Background: an optimization exercise with open tools, aiming at small area. Do not read the settings as production practice.
Function was checked by simulation only, so behaviour that the tests miss may differ from the original.
No activity file was given, so power comes from the tool's default toggle rates.

==> run G <==
==> flow/design.v (excerpt) <==
module servo_mux (
    input  wire        clk,
    input  wire        rst,           
    input  wire        tick,          
    input  wire        host_valid,    
    input  wire        host_kind,     
    input  wire [27:0] host_word,
    output wire        host_ready,    
    output wire        resp_valid,
    output wire [7:0]  rdata,
    output wire [1:0]  status,
    output wire [15:0] result,
    output wire [3:0]  pin
);
export LEC_CHECK = 0
export CAP_MARGIN = 20
export CORE_MARGIN = 2
export CORE_UTILIZATION = 40
export SLEW_MARGIN = 20
create_clock -name core_clock -period 25.0 [get_ports {clk}]
standard.sh (not shown) runs the stock make flow with config.mk's settings and CLKGATE_MAP_FILE= SYNTH_SCRIPT=/design/flow/synth_recipe.tcl, a recipe that flattens the netlist after the stock synthesis.
==> flow/flow/run.sh <==
#!/bin/bash
# Layout flow: the standard flow (standard.sh) with three changes.
#  1. Synthesis is ORFS's synthesis run by synth_recipe.tcl, with ABC's
#     mapping script replaced by an area-oriented one (abc_map.script) and
#     without ORFS's full-adder extraction. Registers and their names are
#     those of the standard synthesis.
#  2. Ports are buffered with sky130_fd_sc_hd__buf_1 cells.
#  3. Clock tree synthesis uses small clock buffers and no dummy loads.
# Each tool's output goes to a log file of its own in the work folder.
set -euo pipefail
W=$(pwd)
F=$W/flow

# synthesis script: synth_recipe.tcl with ABC's script swapped
{
  cat <<EOT
proc abc {args} {
  set i [lsearch -exact \$args -script]
  if { \$i >= 0 } { set args [lreplace \$args \$i [expr {\$i + 1}] -script $F/abc_map.script] }
  yosys abc {*}\$args
}
EOT
  cat $W/synth_recipe.tcl
} > $W/flow_synth.tcl

bash $W/standard.sh SYNTH_SCRIPT=$W/flow_synth.tcl ADDER_MAP_FILE= synth > $W/synth.log 2>&1

bash $W/standard.sh \
  "BUFFER_PORTS_ARGS=-buffer_cell sky130_fd_sc_hd__buf_1" \
  "CTS_ARGS=-repair_clock_nets -buf_list {sky130_fd_sc_hd__clkbuf_4} -dont_use_dummy_load" \
  finish > $W/layout.log 2>&1
==> flow/flow/abc_map.script <==
strash
&get -n
&dch -f
&nf -a -R 1000 -p
&put
topo
==> run M (differences from run G) <==
--- a/flow/flow/run.sh
+++ b/flow/flow/run.sh
@@ -27,5 +27,5 @@
 
 bash $W/standard.sh \
   "BUFFER_PORTS_ARGS=-buffer_cell sky130_fd_sc_hd__buf_1" \
-  "CTS_ARGS=-repair_clock_nets -buf_list {sky130_fd_sc_hd__clkbuf_4} -dont_use_dummy_load" \
+  "CTS_ARGS=-sink_clustering_enable -repair_clock_nets -sink_clustering_size 64 -sink_clustering_max_diameter 400 -buf_list {sky130_fd_sc_hd__clkbuf_16} -dont_use_dummy_load" \
   finish > $W/layout.log 2>&1
==> qor summary <==
item	run G	run M
Minimum period implied by the final worst setup slack	11.36 ns	11.20 ns
Met1 layer usage reported by global route	32.9%	32.1%
Switch share	34.5%	30.4%
Cell at the root of the clock tree	sky130_fd_sc_hd__clkbuf_4	sky130_fd_sc_hd__clkbuf_16
Grt met3 use	3.95%	4.92%
Design area	0.00468 mm^2	0.00484 mm^2
Worst clock skew	0.0329 ns	0.0139 ns
Result of the run	finished clean	finished clean
Post-layout util	45.6%	47.1%
Vias per cell	6.16	6.07
Share of cell area taken by flip-flops and latches	26.1%	25.2%
Combinational power share	27.5%	22.0%
Relative max-transition margin	30.7%	19.1%
Cell leakage power	1.55 nW	1.62 nW
Final critical-path setup slack	13.64 ns	13.80 ns
Routed WL	13800 um	13900 um
Cell-internal power	138 uW	184 uW
Power of the clock network	47.9 uW	101 uW
Multi-input logic portion of the cell area	63.0%	60.9%
Worst stage delay on the critical path	0.65 ns	0.63 ns
Total number of vias	4985	4912
Sum of met3 wire segment lengths after detailed routing	873 um	971 um
Switching power	72.7 uW	80.4 uW

* * *

==> inputs of run D <==
servo_mux again, from the RTL that the note above started with.
==> flow/config.mk <==
export PLATFORM = sky130hd
export DESIGN_NAME = servo_mux
export DESIGN_NICKNAME = servo_mux
export VERILOG_FILES = /design/flow/design.v
export SDC_FILE = /design/flow/constraint.sdc
export NUM_CORES = 4
export LEC_CHECK = 0
export CAP_MARGIN = 20
export CORE_MARGIN = 2
export CORE_UTILIZATION = 40
export SLEW_MARGIN = 20
==> flow/constraint.sdc <==
create_clock -name core_clock -period 25.0 [get_ports {clk}]
set_input_delay 5.0000 -clock core_clock [delete_from_list [all_inputs] [get_ports {clk}]]
set_output_delay 5.0000 -clock core_clock [all_outputs]
set_load 0.01 [all_outputs]
==> flow/flow/run.sh <==
#!/bin/bash
# Layout flow: the standard flow (standard.sh) with three changes.
#  1. Synthesis is ORFS's synthesis run by synth_recipe.tcl, with ABC's
#     mapping script replaced by an area-oriented one (abc_map.script) and
#     without ORFS's full-adder extraction. Registers and their names are
#     those of the standard synthesis.
#  2. Ports are buffered with sky130_fd_sc_hd__buf_1 cells.
#  3. Clock tree synthesis uses small clock buffers and no dummy loads.
# Each tool's output goes to a log file of its own in the work folder.
set -euo pipefail
W=$(pwd)
F=$W/flow

# synthesis script: synth_recipe.tcl with ABC's script swapped
{
  cat <<EOT
proc abc {args} {
  set i [lsearch -exact \$args -script]
  if { \$i >= 0 } { set args [lreplace \$args \$i [expr {\$i + 1}] -script $F/abc_map.script] }
  yosys abc {*}\$args
}
EOT
  cat $W/synth_recipe.tcl
} > $W/flow_synth.tcl

bash $W/standard.sh SYNTH_SCRIPT=$W/flow_synth.tcl ADDER_MAP_FILE= synth > $W/synth.log 2>&1

bash $W/standard.sh \
  "BUFFER_PORTS_ARGS=-buffer_cell sky130_fd_sc_hd__buf_1" \
  "CTS_ARGS=-sink_clustering_enable -repair_clock_nets -buf_list {sky130_fd_sc_hd__clkbuf_4} -sink_buffer_max_cap_derate 1.0 -dont_use_dummy_load" \
  finish > $W/layout.log 2>&1
Scripts as last shown in full above: flow/flow/abc_map.script
==> inputs of run B, as changes to run D <==
--- a/flow/flow/run.sh
+++ b/flow/flow/run.sh
@@ -28,4 +28,4 @@
 bash $W/standard.sh \
   "BUFFER_PORTS_ARGS=-buffer_cell sky130_fd_sc_hd__buf_1" \
-  "CTS_ARGS=-sink_clustering_enable -repair_clock_nets -buf_list {sky130_fd_sc_hd__clkbuf_4} -sink_buffer_max_cap_derate 1.0 -dont_use_dummy_load" \
+  "CTS_ARGS=-sink_clustering_enable -repair_clock_nets -buf_list {sky130_fd_sc_hd__clkbuf_2 sky130_fd_sc_hd__clkbuf_4} -dont_use_dummy_load" \
   finish > $W/layout.log 2>&1
==> summary of the runs <==
- In design area, run B and run D do not differ.
- In clock skew, run B and run D do not differ.
- Combinational power is about the same in run B and run D.
- Register-to-register slack is about the same in run D and run B.
- Global-route usage is the same in run D and run B.
- In setup slack, run B and run D do not differ.
- Synthesized cell count is the same in run B and run D.
- Sequential share of layout area is the same in run D and run B.
- Fmax is the same in run D and run B.
- Clock-buffer cell count is the same in run B and run D.
- Total power is the same in run B and run D.
==> figures <==
| item | run D | run B |
|---|---|---|
| Result of the run | timing/DRC/antenna clean | timing/DRC/antenna clean |
| Most common cell after layout, fill and taps aside | sky130_fd_sc_hd__nor2_1 | sky130_fd_sc_hd__nor2_1 |
| Global placement routability congestion | 0.951 | 0.951 |
| Seq area share | 26.1% | 26.1% |
| Total negative slack for setup checks | 0 ps | 0 ps |
| Length of routed met3 wiring | 873 um | 873 um |
| Tap Count | 136 | 136 |
| Sequential-to-total area share from yosys stat | 28.9% | 28.9% |
| Count of unresolved DRC violations after routing | 0 | 0 |
| Synthesized area per cell | 6.99 um2 | 6.99 um2 |
| Number of search-and-repair iterations in the first detailed-routing pass | 8 | 8 |
| Total global routing track utilization | 24.2% | 24.2% |
| Switching power | 72.7 uW | 72.7 uW |
| Number of antenna violations at the first check in global routing | 0 | 0 |
| Final number of max-transition violations | 0 | 0 |
| Max transition margin | 30.7% | 30.7% |
| EDFF count, synth | 0 | 0 |
| Slew at the pin closest to its max-slew limit | 1030 ps | 1030 ps |
| Utilization after layout | 45.6% | 45.6% |
| Cell with the largest stage delay on the worst path | sky130_fd_sc_hd__nor2_1 | sky130_fd_sc_hd__nor2_1 |
| Number of port buffers | 60 | 60 |
| DR vias | 4,985 | 4,985 |
| Multiplexer fraction of the synthesized cell area | 0.976% | 0.976% |

-- separate check: timing with driven ports --
In the flow no input, the clock included, has a driving cell. The finished layouts below were timed again as built, in two steps. Step 1: set_driving_cell puts a clkbuf_16 on clk and a buf_2 on each other input, an assumption about the parent block. Step 2 adds t to the input delays and takes it off the output delays; t is the mean of the earliest and latest rising clock arrival at the registers after step 1. Input paths then give back, and output paths get back, about the clock's delay inside the block. Slacks: ideal ports / drivers / drivers and shift; pairs: ideal ports / drivers.
run | t (ns) | setup WS [ns] | hold WS [ns] | clock arrival spread, ns | worst data-port slew with drivers (ns)
run G | 0.427 | 13.636 / 13.610 / 14.037 | 0.471 / 0.471 / 0.471 | 0.033 / 0.033 | 0.03
run M | 0.362 | 13.799 / 13.765 / 14.127 | 0.461 / 0.461 / 0.461 | 0.014 / 0.014 | 0.03
run D | 0.427 | 13.636 / 13.610 / 14.037 | 0.471 / 0.471 / 0.471 | 0.033 / 0.033 | 0.03
run B | 0.427 | 13.636 / 13.610 / 14.037 | 0.471 / 0.471 / 0.471 | 0.033 / 0.033 | 0.03
After both steps every run listed still meets setup and hold.
